This is an optimization exercise on Yosys and OpenROAD, whose aim is small area, a short achievable clock period and few clock cycles per item, not a production implementation. At most, simulation tests tie the RTL to the original design; equivalence was not proved. Power and IR drop assume default switching activity.

==> flow/design.v (excerpt) <==
module s16_decoder (
    input  wire        clk,
    input  wire        rst,         
    input  wire        in_valid,
    output wire        in_ready,
    input  wire [31:0] in_word,
    input  wire        in_first,    
    input  wire [15:0] in_len,      
    output reg         out_valid,
    input  wire        out_ready,
    output reg  [27:0] out_value,
    output reg         out_last
);
==> flow/config.mk <==
export PLATFORM = sky130hd
export DESIGN_NAME = s16_decoder
export DESIGN_NICKNAME = s16_decoder
export VERILOG_FILES = /design/flow/design.v
export SDC_FILE = /design/flow/constraint.sdc
export NUM_CORES = 4
export LEC_CHECK = 0
export CAP_MARGIN = 20
export CORE_MARGIN = 2
export CORE_UTILIZATION = 65
export CTS_BUF_LIST = sky130_fd_sc_hd__clkbuf_8
export CTS_CLUSTER_SIZE = 30
export SLEW_MARGIN = 20
==> flow/constraint.sdc <==
create_clock -name core_clock -period 8.0 [get_ports {clk}]
set_input_delay 1.6000 -clock core_clock [delete_from_list [all_inputs] [get_ports {clk}]]
set_output_delay 1.6000 -clock core_clock [all_outputs]
set_load 0.01 [all_outputs]
standard.sh (not shown) runs the stock make flow with config.mk's settings and CLKGATE_MAP_FILE= SYNTH_SCRIPT=/design/flow/synth_recipe.tcl, a recipe that flattens the netlist after the stock synthesis.
==> flow/flow/run.sh <==
#!/bin/bash
set -euo pipefail
bash standard.sh "BUFFER_PORTS_ARGS=-buffer_cell sky130_fd_sc_hd__buf_1" "SETUP_SLACK_MARGIN=5.5" finish > standard.log 2>&1
The baseline went through all stages and came out clean.
Next try:
==> flow/run.sh (new file) <==
#!/bin/bash
# synth_recipe.tcl (not shown) runs the flow's synth.tcl, then flattens the netlist and writes it again
# the make line also repeats each setting of config.mk as NAME=value (left out here)
make -C /OpenROAD-flow-scripts/flow DESIGN_CONFIG=/design/flow/config.mk WORK_HOME=/design/flow/orfs CLKGATE_MAP_FILE= SYNTH_SCRIPT=/design/flow/synth_recipe.tcl finish
ABC_CLOCK_PERIOD_IN_PS = 3000   (was not set)
CORE_UTILIZATION = 40   (was 65)
CTS_BUF_LIST = not set   (was sky130_fd_sc_hd__clkbuf_8)
CTS_CLUSTER_SIZE = not set   (was 30)
SETUP_SLACK_MARGIN = 5   (was not set)
removed: flow/flow/run.sh
removed: flow/standard.sh
What happened:
- The changed run passed the timing, DRC and antenna checks
- final area drops by about 2%
- final cell count climbs by 3.8%
- sequential cell count stays the same
- worst setup slack got worse by 260 ps
No run of this note included a check of the RTL's function; only the layout flow was run.

---

The RTL this note starts from:
==> flow/design.v <==
module s16_decoder (
    input  wire        clk,
    input  wire        rst,         
    input  wire        in_valid,
    output wire        in_ready,
    input  wire [31:0] in_word,
    input  wire        in_first,    
    input  wire [15:0] in_len,      
    output reg         out_valid,
    input  wire        out_ready,
    output reg  [27:0] out_value,
    output reg         out_last
);
    function automatic [4:0] width_from_end(input [3:0] s, input [4:0] l);
        begin
            case (s)
                0:  width_from_end = 1;
                1:  width_from_end = (l < 14) ? 1 : 2;
                2:  width_from_end = (l < 7) ? 1 : (l < 14) ? 2 : 1;
                3:  width_from_end = (l < 7) ? 2 : 1;
                4:  width_from_end = 2;
                5:  width_from_end = (l < 8) ? 3 : 4;
                6:  width_from_end = (l < 3) ? 3 : (l < 7) ? 4 : 3;
                7:  width_from_end = 4;
                8:  width_from_end = (l < 2) ? 4 : 5;
                9:  width_from_end = (l < 4) ? 5 : 4;
                10: width_from_end = (l < 2) ? 5 : 6;
                11: width_from_end = (l < 3) ? 6 : 5;
                12: width_from_end = 7;
                13: width_from_end = (l < 2) ? 9 : 10;
                14: width_from_end = 14;
                default: width_from_end = 28;
            endcase
        end
    endfunction
    function automatic [4:0] first_width(input [3:0] s);
        begin
            case (s)
                0, 2, 3: first_width = 1;
                1, 4:    first_width = 2;
                6:       first_width = 3;
                5, 7, 9: first_width = 4;
                8, 11:   first_width = 5;
                10:      first_width = 6;
                12:      first_width = 7;
                13:      first_width = 10;
                14:      first_width = 14;
                default: first_width = 28;
            endcase
        end
    endfunction
    function automatic [4:0] slots_less_one(input [3:0] s);
        begin
            case (s)
                0:  slots_less_one = 27;
                1, 2, 3: slots_less_one = 20;
                4:  slots_less_one = 13;
                5:  slots_less_one = 8;
                6:  slots_less_one = 7;
                7:  slots_less_one = 6;
                8, 9: slots_less_one = 5;
                10, 11: slots_less_one = 4;
                12: slots_less_one = 3;
                13: slots_less_one = 2;
                14: slots_less_one = 1;
                default: slots_less_one = 0;
            endcase
        end
    endfunction
    function automatic [4:0] slots_less_two(input [3:0] s);
        begin
            case (s)
                0:  slots_less_two = 26;
                1, 2, 3: slots_less_two = 19;
                4:  slots_less_two = 12;
                5:  slots_less_two = 7;
                6:  slots_less_two = 6;
                7:  slots_less_two = 5;
                8, 9: slots_less_two = 4;
                10, 11: slots_less_two = 3;
                12: slots_less_two = 2;
                13: slots_less_two = 1;
                default: slots_less_two = 0;
            endcase
        end
    endfunction
    reg        busy;      
    reg [27:0] data;      
    reg [3:0]  wp;        
    reg [3:0]  sel;       
    reg [4:0]  left;      
    reg [15:0] rc;        
    reg        fresh;
    wire [3:0] in_sel = in_word[31:28];
    wire [4:0] wb = width_from_end(sel, left);    
    wire [4:0] wa = first_width(in_sel);
    wire out_free = !out_valid || out_ready;
    assign in_ready = !busy;
    wire accept = in_valid && !busy;
    wire go     = out_free && (busy || in_valid);
    wire load   = accept && in_first;
    wire [27:0] sh1 = wp[0] ? {data[27],    data[27:1]} : data;
    wire [27:0] sh2 = wp[1] ? {sh1[27:26],  sh1[27:2]}  : sh1;
    wire [27:0] sh4 = wp[2] ? {sh2[27:24],  sh2[27:4]}  : sh2;
    wire [27:0] t   = wp[3] ? {sh4[27:18],  sh4[25:8]}  : sh4;
    wire [27:0] src = busy ? t : in_word[27:0];
    wire [3:0]  s   = in_sel;
    wire [27:0] ma;
    assign ma[0]     = 1'b1;
    assign ma[1]     = s[3] | s[2] | (!s[1] & s[0]);
    assign ma[2]     = s[3] | (s[2] & (s[1] | s[0]));
    assign ma[3]     = s[3] | (s[2] & s[0]);
    assign ma[4]     = s[3] & (s[2] | s[1] | !s[0]);
    assign ma[5]     = s[3] & (s[2] | (s[1] & !s[0]));
    assign ma[6]     = s[3] & s[2];
    assign ma[9:7]   = {3{s[3] & s[2] & (s[1] | s[0])}};
    assign ma[13:10] = {4{s[3] & s[2] & s[1]}};
    assign ma[27:14] = {14{&s}};
    wire [27:0] mb  = ~(28'hfffffff << wb);
    wire [27:0] v   = ({28{busy}} & mb & t) | ({28{!busy}} & ma & in_word[27:0]);
    wire rc_one   = fresh ? (rc == 16'd1) : (rc == 16'd2);
    wire list_end = load ? (in_len == 16'd1) : rc_one;
    wire word_end = list_end || (busy ? (left == 5'd0) : (in_sel == 4'd15));
    always @(posedge clk) begin
        if (rst) begin
            busy      <= 1'b0;
            out_valid <= 1'b0;
        end else begin
            if (out_ready)
                out_valid <= 1'b0;
            if (go) begin
                out_valid <= 1'b1;
                busy      <= !word_end;
            end else if (accept) begin
                busy      <= 1'b1;
            end
        end
        if (go) begin
            out_value <= v;
            out_last  <= list_end;
        end
        if (!busy || go)
            data <= src;
        if (!busy) begin
            sel  <= in_sel;
            wp   <= go ? wa[3:0] : 4'd0;
            left <= go ? slots_less_two(in_sel) : slots_less_one(in_sel);
        end else if (go) begin
            wp   <= wb[3:0];
            left <= left - 5'd1;
        end
        if (load)
            rc <= in_len;
        else if (go && !fresh)
            rc <= rc - 16'd1;
        if (go)
            fresh <= 1'b0;
        else if (load)
            fresh <= 1'b1;
    end
endmodule
export LEC_CHECK = 0
export CAP_MARGIN = 20
export CORE_MARGIN = 2
export CORE_UTILIZATION = 75
export SLEW_MARGIN = 20
create_clock -name core_clock -period 8.0 [get_ports {clk}]
==> flow/flow/run.sh <==
#!/bin/bash
set -euo pipefail
bash standard.sh \
  "BUFFER_PORTS_ARGS=-buffer_cell sky130_fd_sc_hd__buf_1" \
  "SETUP_SLACK_MARGIN=5.35" \
  "CTS_ARGS=-sink_clustering_enable -repair_clock_nets -buf_list sky130_fd_sc_hd__clkbuf_8 -sink_clustering_size 30 -dont_use_dummy_load" \
  finish > standard.log 2>&1
The first run finished clean.
Testbench counts at the start, summed over its fixed seeds: cycles 33,211, items 33,203.
Change:
--- a/flow/config.mk
+++ b/flow/config.mk
@@ -8,4 +8,4 @@
 export CAP_MARGIN = 20
 export CORE_MARGIN = 2
-export CORE_UTILIZATION = 75
+export CORE_UTILIZATION = 65
 export SLEW_MARGIN = 20
Outcome:
- design area decreases slightly
- global-route usage decreases by 5.9 points
- power is lower slightly
- worst hold slack gets worse by 0.0063 ns
Change:
==> flow/flow/run.sh (replaced) <==
#!/bin/bash
set -euo pipefail
bash standard.sh \
  "BUFFER_PORTS_ARGS=-buffer_cell sky130_fd_sc_hd__buf_1" \
  "SETUP_SLACK_MARGIN=5.5" \
  "CTS_ARGS=-sink_clustering_enable -repair_clock_nets -buf_list sky130_fd_sc_hd__clkbuf_8 -sink_clustering_size 30 -dont_use_dummy_load" \
  finish > standard.log 2>&1
After rerunning: The new run completed without violations; via count grows by a few percent; combinational power grows by a few percent; first-iteration DRC count grows by a few percent; clock skew shrinks by 0.0077 ns; non-clock buffer count grows by 14.
Change:
==> flow/flow/run.sh (replaced) <==
#!/bin/bash
set -euo pipefail
bash standard.sh \
  "BUFFER_PORTS_ARGS=-buffer_cell sky130_fd_sc_hd__buf_1" \
  "SETUP_SLACK_MARGIN=5.2" \
  "CTS_ARGS=-sink_clustering_enable -repair_clock_nets -buf_list sky130_fd_sc_hd__clkbuf_8 -sink_clustering_size 30 -dont_use_dummy_load" \
  finish > standard.log 2>&1
- The new run produced a clean layout
- synthesized area is unchanged
- power falls by 4.3%
- via count falls by 4.4%
- global-route usage falls by 2.6 points
- cell count falls by 3.2%
- sequential share of layout area rises by 2.4 points
- worst setup slack degrades by 0.033 ns
- non-clock buffer count falls by 26
- wire length falls by 12%

---

== the reference run ==
Another version of the RTL of s16_decoder (not shown whole).
Size in the first run: roughly 89 flip-flops, ~84 I/O pins, ~0.0059 mm^2 of cells after synthesis.
clock: 8.0 ns
lec_check: 0
cap_margin: 20
core_margin: 2
core_utilization: 65
slew_margin: 20
==> flow/flow/run.sh <==
#!/bin/bash
set -euo pipefail
bash standard.sh \
  "BUFFER_PORTS_ARGS=-buffer_cell sky130_fd_sc_hd__buf_1" \
  "SETUP_SLACK_MARGIN=5.55" \
  "CTS_ARGS=-sink_clustering_enable -repair_clock_nets -buf_list sky130_fd_sc_hd__clkbuf_8 -sink_clustering_size 30 -dont_use_dummy_load" \
  finish > standard.log 2>&1
Testbench counts of the reference run, summed over its fixed seeds: cycles 33,211, items 33,203.
Relative to the reference run, the following input files were edited for the trial run:
==> flow/flow/run.sh <==
#!/bin/bash
set -euo pipefail
bash standard.sh \
  "BUFFER_PORTS_ARGS=-buffer_cell sky130_fd_sc_hd__buf_1" \
  "SETUP_SLACK_MARGIN=5.35" \
  "CTS_ARGS=-sink_clustering_enable -repair_clock_nets -buf_list sky130_fd_sc_hd__clkbuf_8 -sink_clustering_size 30 -dont_use_dummy_load" \
  finish > standard.log 2>&1
- The trial run: all stages complete, timing, DRC and antenna checks passed
- Of the two candidates, the reference run has the worse power and the trial run the better one.
- Compared with the reference run, in the trial run fraction of area in clock buffers and inverters stayed essentially flat, non-clock buffer count fell by about 6.5%.
- sky130_fd_sc_hd__or4b_4 as the slowest stage cell on the critical path was reported by the reference run, and sky130_fd_sc_hd__or4_4 by the trial run.

---

Starting RTL as in the previous note.
==> flow/design.v (excerpt) <==
module s16_decoder (
    input  wire        clk,
    input  wire        rst,         
    input  wire        in_valid,
    output wire        in_ready,
    input  wire [31:0] in_word,
    input  wire        in_first,    
    input  wire [15:0] in_len,      
    output reg         out_valid,
    input  wire        out_ready,
    output reg  [27:0] out_value,
    output reg         out_last
);
    function automatic [4:0] width_from_end(input [3:0] s, input [4:0] l);
        begin
            case (s)
                0:  width_from_end = 1;
                1:  width_from_end = (l < 14) ? 1 : 2;
                2:  width_from_end = (l < 7) ? 1 : (l < 14) ? 2 : 1;
                3:  width_from_end = (l < 7) ? 2 : 1;
                4:  width_from_end = 2;
                5:  width_from_end = (l < 8) ? 3 : 4;
                6:  width_from_end = (l < 3) ? 3 : (l < 7) ? 4 : 3;
                7:  width_from_end = 4;
                8:  width_from_end = (l < 2) ? 4 : 5;
                9:  width_from_end = (l < 4) ? 5 : 4;
                10: width_from_end = (l < 2) ? 5 : 6;
                11: width_from_end = (l < 3) ? 6 : 5;
                12: width_from_end = 7;
                13: width_from_end = (l < 2) ? 9 : 10;
                14: width_from_end = 14;
                default: width_from_end = 28;
            endcase
        end
    endfunction
    function automatic [4:0] first_width(input [3:0] s);
        begin
            case (s)
                0, 2, 3: first_width = 1;
                1, 4:    first_width = 2;
                6:       first_width = 3;
                5, 7, 9: first_width = 4;
                8, 11:   first_width = 5;
                10:      first_width = 6;
                12:      first_width = 7;
                13:      first_width = 10;
                14:      first_width = 14;
                default: first_width = 28;
            endcase
        end
    endfunction
    function automatic [4:0] slots_less_one(input [3:0] s);
        begin
            case (s)
                0:  slots_less_one = 27;
  ...
Settings: LEC_CHECK=0, CAP_MARGIN=20, CORE_MARGIN=2, CORE_UTILIZATION=65, SLEW_MARGIN=20; clock period 8.0 ns.
==> flow/flow/run.sh <==
#!/bin/bash
set -euo pipefail
bash standard.sh \
  "BUFFER_PORTS_ARGS=-buffer_cell sky130_fd_sc_hd__buf_1" \
  "SETUP_SLACK_MARGIN=5.45" \
  "CTS_ARGS=-sink_clustering_enable -repair_clock_nets -buf_list sky130_fd_sc_hd__clkbuf_8 -sink_clustering_size 30 -dont_use_dummy_load" \
  finish > standard.log 2>&1
The baseline produced a clean layout.
Testbench counts at the start, summed over its fixed seeds: cycles 33,211, items 33,203.
Then changed:
- CORE_UTILIZATION: 65 -> 72
What happened:
- non-clock buffer count drops by 3
- total power climbs by 0.76%
- wire length climbs by 6.1%
- core utilization climbs by 8.9 points

==> re-timing with driven ports <==
The flow's constraints put no driver on any port. The routed layouts listed below were extracted and timed again, unchanged, in two steps. Step 1: set_driving_cell puts a clkbuf_16 on clk and a buf_2 on each other input, an assumption about the parent block. Step 2 adds t to the input delays and takes it off the output delays; t is the mean of the earliest and latest rising clock arrival at the registers after step 1. Input paths then give back, and output paths get back, about the clock's delay inside the block. a / b / c = ideal ports / drivers / drivers and shift; a / b = the first two.
run | shift t [ns] | slack for setup (ns) | worst setup path after step 2
the first run of note 1 | 0.402 | 5.328 / 5.298 / 4.896 | input to register
the second run of note 1 | 0.390 | 5.071 / 5.046 / 4.704 | input to register
the first run of note 2 | 0.378 | 5.249 / 5.258 / 4.881 | input to register
the second run of note 2 | 0.382 | 5.383 / 5.386 / 5.005 | input to register
the third run of note 2 | 0.376 | 5.267 / 5.233 / 5.128 | input to register
the fourth run of note 2 | 0.373 | 5.234 / 5.199 / 4.927 | input to register
the reference run | 0.375 | 5.314 / 5.316 / 4.941 | input to register
the trial run | 0.388 | 5.355 / 5.365 / 4.978 | input to register
the first run of note 4 | 0.390 | 5.411 / 5.414 / 5.024 | input to register
the second run of note 4 | 0.378 | 5.352 / 5.356 / 4.979 | input to register
After both steps setup and hold are still met in every run listed. The setup slack of the first run of note 1, which loses most, moves by -0.030 ns with the drivers and by -0.432 ns with both steps.
